Background: an optimization exercise with open tools, aiming at small area, a short achievable clock period and few clock cycles. Do not read the settings as production practice. RTL that was checked went through simulation tests only; none was proved equivalent to the original. Power and IR drop assume default switching activity.

## pzip_packer
module pzip_packer (
    input  wire       clk,
    input  wire       rst,
    input  wire       in_valid,
    output wire       in_ready,
    input  wire [7:0] in_data,
    input  wire       in_last,
    output wire       out_valid,
    input  wire       out_ready,
    output wire [7:0] out_data,
    output reg        done,
    output reg  [3:0] tlen
);
For scale: ~2400 cells after synthesis, roughly 28 I/O pins, about 25000 sq um of cells after synthesis.
export LEC_CHECK = 0
export CAP_MARGIN = 20
export CORE_MARGIN = 2
export CORE_UTILIZATION = 40
export CTS_BUF_LIST = sky130_fd_sc_hd__clkbuf_16
export CTS_CLUSTER_DIAMETER = 100
export CTS_CLUSTER_SIZE = 30
export SLEW_MARGIN = 20
create_clock -name core_clock -period 23.0 [get_ports {clk}]
standard.sh (not shown) runs the stock make flow with config.mk's settings and CLKGATE_MAP_FILE= SYNTH_SCRIPT=/design/flow/synth_recipe.tcl, a recipe that flattens the netlist after the stock synthesis.
==> flow/flow/run.sh <==
#!/bin/bash
# The standard layout, with the port buffers made of buf_4 cells instead of
# the cell buffer_ports picks by itself (a slow delay buffer on sky130hd).
set -euo pipefail
bash standard.sh 'BUFFER_PORTS_ARGS=-buffer_cell sky130_fd_sc_hd__buf_4' finish > standard_flow.log 2>&1
Change:
--- a/flow/design.v
+++ b/flow/design.v
@@ -133,15 +133,15 @@
     localparam [2:0] E_IDLE = 3'd0, E_TAG = 3'd1, E_Z = 3'd2, E_M = 3'd3,
                      E_ET = 3'd4, E_EP = 3'd5, E_EM = 3'd6;
     reg  [2:0] ep;
     reg  [2:0] wn;            
     reg  [7:0] wl;            
     reg        dw;            
     wire [2:0] ep_e = (ep != E_IDLE) ? ep : (end_p && !dw) ? E_ET : E_IDLE;
-    wire       t_merge = !(wn[2] && (wn[1] || wn[0]));        
+    wire       t_merge = (wn <= 3'd4);
     wire       wn_le5  = !(wn[2] && wn[1]);                    
     reg        ch_v;          
     reg  [10:0] ch;           
     reg  [3:0] ch_n;          
     reg        m_pop;
     always @(*) begin
         ch_v  = 1'b0;
Design area decreases by 0.70%.
First-iteration DRC count decreases by 6.1%.
Setup slack gets better by 0.19 ns.
Sequential cell count does not change.
Non-clock buffer count decreases by 4.
Routed wire length decreases by 1.4%.
Clock-buffer cell count increases by 2.
Via count decreases by 1.5%.
Synthesized area decreases by 1.2%.
Total power decreases by 14%.
Sequential power decreases by 16%.
Die area decreases by 1.2%.
No functional check of the RTL was part of any run of this note.

* * *

Another version of the RTL of pzip_packer (not shown whole).
For scale: about 3000 cells after synthesis, about 400 flip-flops, about 28 I/O pins, about 29000 µm² of cells after synthesis.
make LEC_CHECK=0 CAP_MARGIN=20 CORE_MARGIN=2 CORE_UTILIZATION=40 SLEW_MARGIN=20 finish   # period 23.0 ns
run.sh (not shown) runs the stock make flow with config.mk's settings and CLKGATE_MAP_FILE= SYNTH_SCRIPT=/design/flow/synth_recipe.tcl, a recipe that flattens the netlist after the stock synthesis.
Stock flow here: none of the scripts above is used.
==> next run, changes <==
--- a/flow/design.v
+++ b/flow/design.v
@@ -164,27 +164,40 @@
     wire r_brk  = run_mode && ((ih_v && !(eq && (rn != 8'd255))) || (!ih_v && rn == 8'd255));
     wire r_free = !orr_v && !end_p;
     wire r_end  = (r_ext && xl && r_free) || (r_brk && r_free);
     assign consume = ih_v && (
         run_mode ? ((r_ext && (!xl || r_free)) || (r_brk && r_free)) :
         full     ? (hand && !pkt_last && !c_rle && m_space) :
                    (m_space && !(xl && end_p)));
     wire ins = consume && !(run_mode && r_ext);
     wire [3:0] cnt_e = (run_mode || full) ? 4'd0 : cnt;
+    function automatic gtf(input [7:0] a, input [7:0] b);
+        integer k;
+        reg r;
+        begin
+            r = 1'b0;
+            for (k = 0; k < 8; k = k + 1)
+                r = (a[k] & ~b[k]) | (~(a[k] ^ b[k]) & r);
+            gtf = r;
+        end
+    endfunction
     reg  [8:0] gt;
-    reg  [3:0] q;
+    reg  [8:0] vld;
     always @(*) begin
-        q = 4'd0;
         for (i = 0; i < 9; i = i + 1) begin
-            gt[i] = (i >= cnt_e) || (sa[i] > x);
-            if (!gt[i]) q = q + 4'd1;
+            vld[i] = (cnt_e > i);
+            gt[i] = !vld[i] || gtf(sa[i], x);
         end
     end
+    wire [3:0] q = {!gt[7],
+                    !gt[3] & gt[7],
+                    (!gt[1] & gt[3]) | (!gt[5] & gt[7]),
+                    (!gt[0] & gt[1]) | (!gt[2] & gt[3]) | (!gt[4] & gt[5]) | (!gt[6] & gt[7]) | !gt[8]};
     always @(posedge clk) begin
         if (ins) begin
             for (i = 0; i < 9; i = i + 1)
                 if (gt[i])
                     sa[i] <= (i == 0 || !gt[i-1]) ? x : sa[i-1];
             for (i = 0; i < 8; i = i + 1)
                 rk[i] <= rk[i+1] + {3'd0, (rk[i+1] > q)};
             rk[8] <= q + 4'd1;
             m[wp] <= x;
@@ -281,20 +294,20 @@
                     ot       <= T_RLE;
                     orr_v    <= 1'b1;
                     if (r_ext) begin
                         end_p <= 1'b1;
                         el    <= 4'd0;
                     end
                 end
             end
             if (zb && zs != 3'd4) begin
-                za <= za * 32'd100 + {24'd0, zd[31:28], 3'd0} + {25'd0, zd[31:28], 1'b0}
-                      + {28'd0, zd[27:24]};
+                za <= {za[25:0], 6'd0} + {za[26:0], 5'd0} + {za[29:0], 2'd0}
+                      + {25'd0, zd[31:28], 3'd0} + {27'd0, zd[31:28], 1'b0} + {28'd0, zd[27:24]};
                 zd <= {zd[23:0], 8'd0};
                 zs <= zs + 3'd1;
             end
             if (ch_v) begin
                 if (tot[3]) begin
                     wl <= comb[7:0];
                     wn <= tot[2:0];
                 end else begin
                     wl <= comb[15:8];
=> Routed wire length falls by 4.6%; design area drops by 5.7%; setup slack gains 2.6 ns; cell count drops by 9.9%; synthesized cell count came out lower by 11%; power came out lower by 12%.
Testbench counts after the change, summed over its fixed seeds: cycles 42,684.
No functional check of the RTL was part of the first run of this note.

* * *

Another version of the RTL of pzip_packer (not shown whole).
For scale: ~2400 cells after synthesis, roughly 340 flip-flops, about 28 I/O pins.
==> flow/config.mk <==
export PLATFORM = sky130hd
export DESIGN_NAME = pzip_packer
export DESIGN_NICKNAME = pzip_packer
export VERILOG_FILES = /design/flow/design.v
export SDC_FILE = /design/flow/constraint.sdc
export NUM_CORES = 4
export LEC_CHECK = 0
export CAP_MARGIN = 20
export CORE_MARGIN = 2
export CORE_UTILIZATION = 40
export CTS_BUF_LIST = sky130_fd_sc_hd__clkbuf_16
export CTS_CLUSTER_DIAMETER = 100
export CTS_CLUSTER_SIZE = 26
export SLEW_MARGIN = 20
==> flow/constraint.sdc <==
create_clock -name core_clock -period 23.0 [get_ports {clk}]
set_input_delay 4.6000 -clock core_clock [delete_from_list [all_inputs] [get_ports {clk}]]
set_output_delay 4.6000 -clock core_clock [all_outputs]
set_load 0.01 [all_outputs]
standard.sh (not shown) runs the stock make flow with config.mk's settings and CLKGATE_MAP_FILE= SYNTH_SCRIPT=/design/flow/synth_recipe.tcl, a recipe that flattens the netlist after the stock synthesis.
Scripts as last shown in full above: flow/flow/run.sh
The starting point completed without violations.
Edit:
--- a/flow/design.v
+++ b/flow/design.v
@@ -40,19 +40,19 @@
             in_rdy <= 1'b1;
         end else if (push_in) begin
             is_v   <= 1'b1;
             in_rdy <= 1'b0;
         end
     end
     always @(posedge clk) begin
         if (ih_ld)
             ih <= is_v ? is : {in_last, in_data};
-        if (in_rdy)               
+        if (!ih_ld && push_in)
             is <= {in_last, in_data};
     end
     wire [7:0] x  = ih[7:0];
     wire       xl = ih[8];
     reg        ov, sv;
     reg  [7:0] ob, sb;
     wire       wpush;
     wire [7:0] wbyte;
     assign out_valid = ov;
@@ -97,22 +97,21 @@
     wire       c_rle = (sa[0] == sa[8]);
     reg        c_raw;
     reg  [3:0] lo [1:8];      
     reg  [3:0] orv;
     reg        bw;
     always @(*) begin
         c_raw = 1'b0;
         orv   = 4'd0;
         for (i = 1; i < 9; i = i + 1) begin
-            bw    = gtf({4'd0, sa[i-1][3:0]}, {4'd0, sa[i][3:0]});
+            {bw, lo[i]} = {1'b0, sa[i][3:0]} - {1'b0, sa[i-1][3:0]};
             c_raw = c_raw | (bw ? (sa[i][7:4] != sa[i-1][7:4] + 4'd1)
                                 : (sa[i][7:4] != sa[i-1][7:4]));
-            lo[i] = sa[i][3:0] - sa[i-1][3:0];
             orv   = orv | lo[i];
         end
     end
     wire [3:0] bb = {orv[3], !orv[3] & orv[2], !orv[3] & !orv[2] & orv[1],
                      !orv[3] & !orv[2] & !orv[1]};
     wire [3:0] b_p1 = {1'b0, bb[2] | bb[3], bb[0] | bb[1], bb[1] | bb[3]};   
     wire [2:0] b_p2 = {!bb[0], bb[0] | bb[3], bb[0] | bb[2]};                
     reg  [31:0] pk1, pk2, pk3, pk4;
     always @(*) begin
What happened:
- The changed run finished with timing, DRC and antenna clean
- total power shrinks by 1.0%
- cell area shrinks by 0.41%
- sequential cell count does not change
- clock-buffer cell count shrinks by 1
- core utilization shrinks by 0.26 points
- clock skew shrinks by 0.028 ns
- die area hardly moves
- via count shrinks by 1.3%
- sequential power barely changes
- synthesized cell count grows by 1.3%
Function was not checked in any run of this note: the RTL went through the layout flow alone.

* * *

== main ==
pzip_packer, a different RTL version from the one above (not shown whole).
For scale: ~340 flip-flops, roughly 28 I/O pins, roughly 0.024 mm2 of cells after synthesis.
clock: 23.0 ns
lec_check: 0
cap_margin: 20
core_margin: 2
core_utilization: 40
cts_buf_list: sky130_fd_sc_hd__clkbuf_16
cts_cluster_diameter: 100
cts_cluster_size: 26
slew_margin: 20
Scripts as last shown in full above: flow/flow/run.sh
main closes out successfully: all stages finished, all timing, DRC and antenna checks passed.
Testbench counts of main, summed over its fixed seeds: cycles 39,539.
The following lists how the feature branch was set up differently from main:
diff --git a/flow/design.v b/flow/design.v
--- a/flow/design.v
+++ b/flow/design.v
@@ -43,13 +43,13 @@
             in_rdy <= 1'b0;
         end
     end
     always @(posedge clk) begin
         if (ih_ld)
             ih <= is_v ? is : {in_last, in_data};
-        if (!ih_ld && push_in)
+        if (in_rdy)               
             is <= {in_last, in_data};
     end
     wire [7:0] x  = ih[7:0];
     wire       xl = ih[8];
     reg        ov, sv;
     reg  [7:0] ob, sb;
@@ -75,15 +75,12 @@
             ob <= sv ? sb : wbyte;
         if (!sv)                  
             sb <= wbyte;
     end
     reg  [7:0] sa [0:8];      
     reg  [3:0] rk [0:8];      
-    reg  [3:0] rk_e [0:8];    
-    reg  [3:0] qq;            
-    reg        iq;            
     reg  [3:0] cnt;           
     reg        pkt_last;      
     reg        run_mode;
     reg  [7:0] rn;            
     reg  [7:0] m [0:9];       
     reg  [3:0] mc;            
@@ -125,14 +122,14 @@
             pk3[34-3*i -: 3] = lo[i][2:0];
             pk4[35-4*i -: 4] = lo[i][3:0];
         end
     end
     wire [31:0] pdl = ({32{bb[0]}} & pk1) | ({32{bb[1]}} & pk2) |
                       ({32{bb[2]}} & pk3) | ({32{bb[3]}} & pk4);
-    wire [9:0] zi = {rk_e[8], 6'd0} + {1'b0, rk_e[8], 5'd0} + {4'd0, rk_e[8], 2'd0}
-                  + {3'd0, rk_e[7], 3'd0} + {5'd0, rk_e[7], 1'b0} + {6'd0, rk_e[6]};
+    wire [9:0] zi = {rk[8], 6'd0} + {1'b0, rk[8], 5'd0} + {4'd0, rk[8], 2'd0}
+                  + {3'd0, rk[7], 3'd0} + {5'd0, rk[7], 1'b0} + {6'd0, rk[6]};
     function automatic [6:0] pair(input [3:0] h, input [3:0] l);
         pair = {h, 3'd0} + {2'd0, h, 1'b0} + {3'd0, l};
     endfunction
     wire [29:0] hz = {za[23:0], 6'd0} + {1'b0, za[23:0], 5'd0} + {4'd0, za[23:0], 2'd0}
                    + {23'd0, zd[20:14]};
     localparam [2:0] E_IDLE = 3'd0, E_TAG = 3'd1, E_Z = 3'd2, E_M = 3'd3,
@@ -225,44 +222,35 @@
     always @(*) begin
         for (i = 1; i < 9; i = i + 1)
             rk_p[i] = rk[i] + 4'd1;
     end
     always @(*) begin
         for (i = 1; i < 9; i = i + 1)
-            rk_n[i] = (rk[i] > qq) ? rk_p[i] : rk[i];
-        for (i = 0; i < 8; i = i + 1)
-            rk_e[i] = iq ? rk_n[i+1] : rk[i];
-        rk_e[8] = iq ? qq + 4'd1 : rk[8];
+            rk_n[i] = (rk[i] > q) ? rk_p[i] : rk[i];
     end
     wire [3:0] mc_p = mc - {3'd0, m_pop};
     wire [3:0] mc_k = h_pd   ? b_p1 :
                       rle_w  ? 4'd2 :
                       rle_go ? 4'd0 : mc_p;
-    reg  [9:0] xs_0, xs_1;
+    reg  [9:0] xs_p;
     always @(*) begin
-        for (i = 0; i < 10; i = i + 1) begin
-            xs_0[i] = (mc == i);
-            xs_1[i] = (mc == i + 1);
-        end
+        for (i = 0; i < 10; i = i + 1)
+            xs_p[i] = m_pop ? (mc == i + 1) : (mc == i);
     end
-    wire [9:0] xs_p = m_pop ? xs_1 : xs_0;
     wire [9:0] xs_d = {4'd0, orv[3], !orv[3] & orv[2], !orv[3] & !orv[2] & orv[1],
                        !orv[3] & !orv[2] & !orv[1], 2'd0};
     wire [9:0] xs = h_pd ? xs_d : rle_w ? 10'd4 : xs_p;
     always @(posedge clk) begin
         if (ins) begin
             for (i = 0; i < 9; i = i + 1)
                 if (gt[i])
                     sa[i] <= (i == 0) ? x : (gt[i-1] ? sa[i-1] : x);
-        end
-        if (iq) begin
             for (i = 0; i < 8; i = i + 1)
                 rk[i] <= rk_n[i+1];
-            rk[8] <= qq + 4'd1;
+            rk[8] <= q + 4'd1;
         end
-        qq <= q;
         for (i = 0; i < 10; i = i + 1) begin
             if (ih_v && xs[i])
                 m[i] <= x;
             else if (h_pd && i < 5)
                 m[i] <= (i == 0) ? sa[0] : pdl[39-8*i -: 8];
             else if (rle_w && i < 2)
@@ -283,16 +271,14 @@
             end_p    <= 1'b0;
             ep       <= E_IDLE;
             wn       <= 3'd0;
             wl       <= 8'd0;
             done     <= 1'b0;
             dw       <= 1'b0;
-            iq       <= 1'b0;
             rec_p    <= 1'b0;
         end else begin
-            iq <= ins;
             mc <= mc_k + {3'd0, ins};
             if (ins)
                 cnt <= (xl && cnt_e != 4'd8) ? 4'd0 : cnt_e + 4'd1;
             else if (hand)
                 cnt <= 4'd0;
             if (ins && xl && cnt_e == 4'd8)
@@ -355,13 +341,13 @@
             rc <= h_pd ? b_p1 : h_raw ? 4'd9 : 4'd2;
             rz <= h_pd;
         end else if ((ep_e == E_ET || ep_e == E_EP) && !rec_p)
             rc <= el;
         else if (m_pop)
             rc <= rc - 4'd1;
-        zd <= h_pd ? {pair(rk_e[5], rk_e[4]), pair(rk_e[3], rk_e[2]), pair(rk_e[1], rk_e[0])}
+        zd <= h_pd ? {pair(rk[5], rk[4]), pair(rk[3], rk[2]), pair(rk[1], rk[0])}
                    : {zd[13:0], 7'd0};
         if (h_pd) begin
             za <= {20'd0, zi};
             zs <= 2'd0;
             zc <= 2'd0;
         end else if (zs != 2'd3) begin
Results
Summary of the comparison: non-clock buffer count is lower in the feature branch, relative to main. Higher flip-flop and latch count was reported by main, not the feature branch. Changes observed in the feature branch relative to main: distinct cell type count of the synthesized netlist rose 7.1%; synthesized area about even; proportion of power drawn by combinational gates fell 1.0 points; largest fanout of any net on the critical path rose 11. For post-layout instance area, main and the feature branch come out practically identical. Max wire length across main and the feature branch: main. Total power after layout (higher): the feature branch. in_ready as the capturing instance or port of the critical path was reported by the feature branch, and out_data[0] by main. Against main as the reference, the feature branch delivers a lower area taken by multi-input logic gates. Going from main to the feature branch, number of instances in the synthesized netlist shrank by a few percent.
No functional check of the RTL was part of the feature branch.

* * *

== P ==
pzip_packer, a different RTL version from the one above (not shown whole).
For scale: ~2600 cells after synthesis, about 390 flip-flops.
clock: 23.0 ns
lec_check: 0
cap_margin: 20
core_margin: 2
core_utilization: 40
slew_margin: 20
Scripts as last shown in full above: flow/flow/run.sh
## Diff of input files: Q against P
diff --git a/flow/design.v b/flow/design.v
--- a/flow/design.v
+++ b/flow/design.v
@@ -68,17 +68,17 @@
             sv <= 1'b0;
         end else if (wpush) begin
             sv <= 1'b1;
         end
     end
     always @(posedge clk) begin
         if (ob_ld)
             ob <= sv ? sb : wbyte;
-        if (!ob_ld && wpush)
+        if (!sv)                  
             sb <= wbyte;
     end
     reg  [7:0] sa [0:8];      
     reg  [3:0] rk [0:8];      
     reg  [3:0] cnt;           
     reg        pkt_last;      
     reg        run_mode;
     reg  [7:0] rn;            
@@ -210,19 +210,24 @@
         for (i = 0; i < 9; i = i + 1)
             gt[i] = (i >= cnt_e) || gtf(sa[i], x);
     end
     wire [3:0] q = {!gt[7],
                     !gt[3] & gt[7],
                     (!gt[1] & gt[3]) | (!gt[5] & gt[7]),
                     (!gt[0] & gt[1]) | (!gt[2] & gt[3]) | (!gt[4] & gt[5]) | (!gt[6] & gt[7]) | !gt[8]};
     reg  [3:0] rk_n [1:8];
+    reg  [3:0] rk_p [1:8];
     always @(*) begin
         for (i = 1; i < 9; i = i + 1)
-            rk_n[i] = rk[i] + {3'd0, (rk[i] > q)};
+            rk_p[i] = rk[i] + 4'd1;
+    end
+    always @(*) begin
+        for (i = 1; i < 9; i = i + 1)
+            rk_n[i] = (rk[i] > q) ? rk_p[i] : rk[i];
     end
     always @(posedge clk) begin
         if (ins) begin
             for (i = 0; i < 9; i = i + 1)
                 if (gt[i])
                     sa[i] <= (i == 0) ? x : (gt[i-1] ? sa[i-1] : x);
             for (i = 0; i < 8; i = i + 1)
                 rk[i] <= rk_n[i+1];
--- outcome ---
Status | P and Q | clean
Changes observed in Q relative to P: number of enable flip-flop cells after synthesis moved down, post-layout utilization of the core comparable, final area -0.78%.
Q ended up with fewer standard cells than P.
Relative to P, area of the die has decreased by 1.1% in Q.
Side by side, clock network fraction of design power turned out lower in Q than in P.
Of P and Q, Q shows the higher number of diodes, with P below it.
Testbench counts of Q, summed over its fixed seeds: cycles 39,991.
For P, only the layout was checked, not whether the RTL still works.

-- separate check: timing with driven ports --
The results above use ideal ports. As a check the final layouts listed here were re-extracted and re-timed, cells and wires unchanged.
Step 1, drivers: a clkbuf_16 drives clk and a buf_2 each remaining input, both assumed.
Step 2 times the ports against the registers' clock, not the clock port: input delays grow and output delays shrink by t, the midpoint of the rising clock arrivals with the driver on.
a / b / c = ideal ports / drivers / drivers and shift; a / b = the first two.
run | t, ns | slack for setup (ns) | worst setup path after step 2 | worst slew at a driven data input, ns
the first run of note 1 | 0.609 | 16.651 / 16.651 / 16.651 | register to register | 0.04
the second run of note 1 | 0.607 | 16.845 / 16.845 / 16.845 | register to register | 0.03
the first run of note 2 | 0.659 | 13.903 / 13.903 / 13.903 | register to register | 0.05
the second run of note 2 | 0.651 | 16.476 / 16.476 / 16.197 | input to register | 0.04
the first run of note 3 | 0.615 | 16.822 / 16.822 / 16.822 | register to register | 0.04
the second run of note 3 | 0.592 | 17.326 / 17.270 / 17.236 | input to register | 0.03
main | 0.604 | 17.313 / 17.254 / 17.235 | input to register | 0.04
the feature branch | 0.603 | 17.019 / 16.961 / 17.257 | input to register | 0.05
P | 0.664 | 17.261 / 17.196 / 16.922 | input to register | 0.04
Q | 0.651 | 17.272 / 17.209 / 17.260 | input to register | 0.04
After both steps every run listed still meets setup and hold. The setup slack of P, which loses most, moves by -0.065 ns with the drivers and by -0.339 ns with both steps.
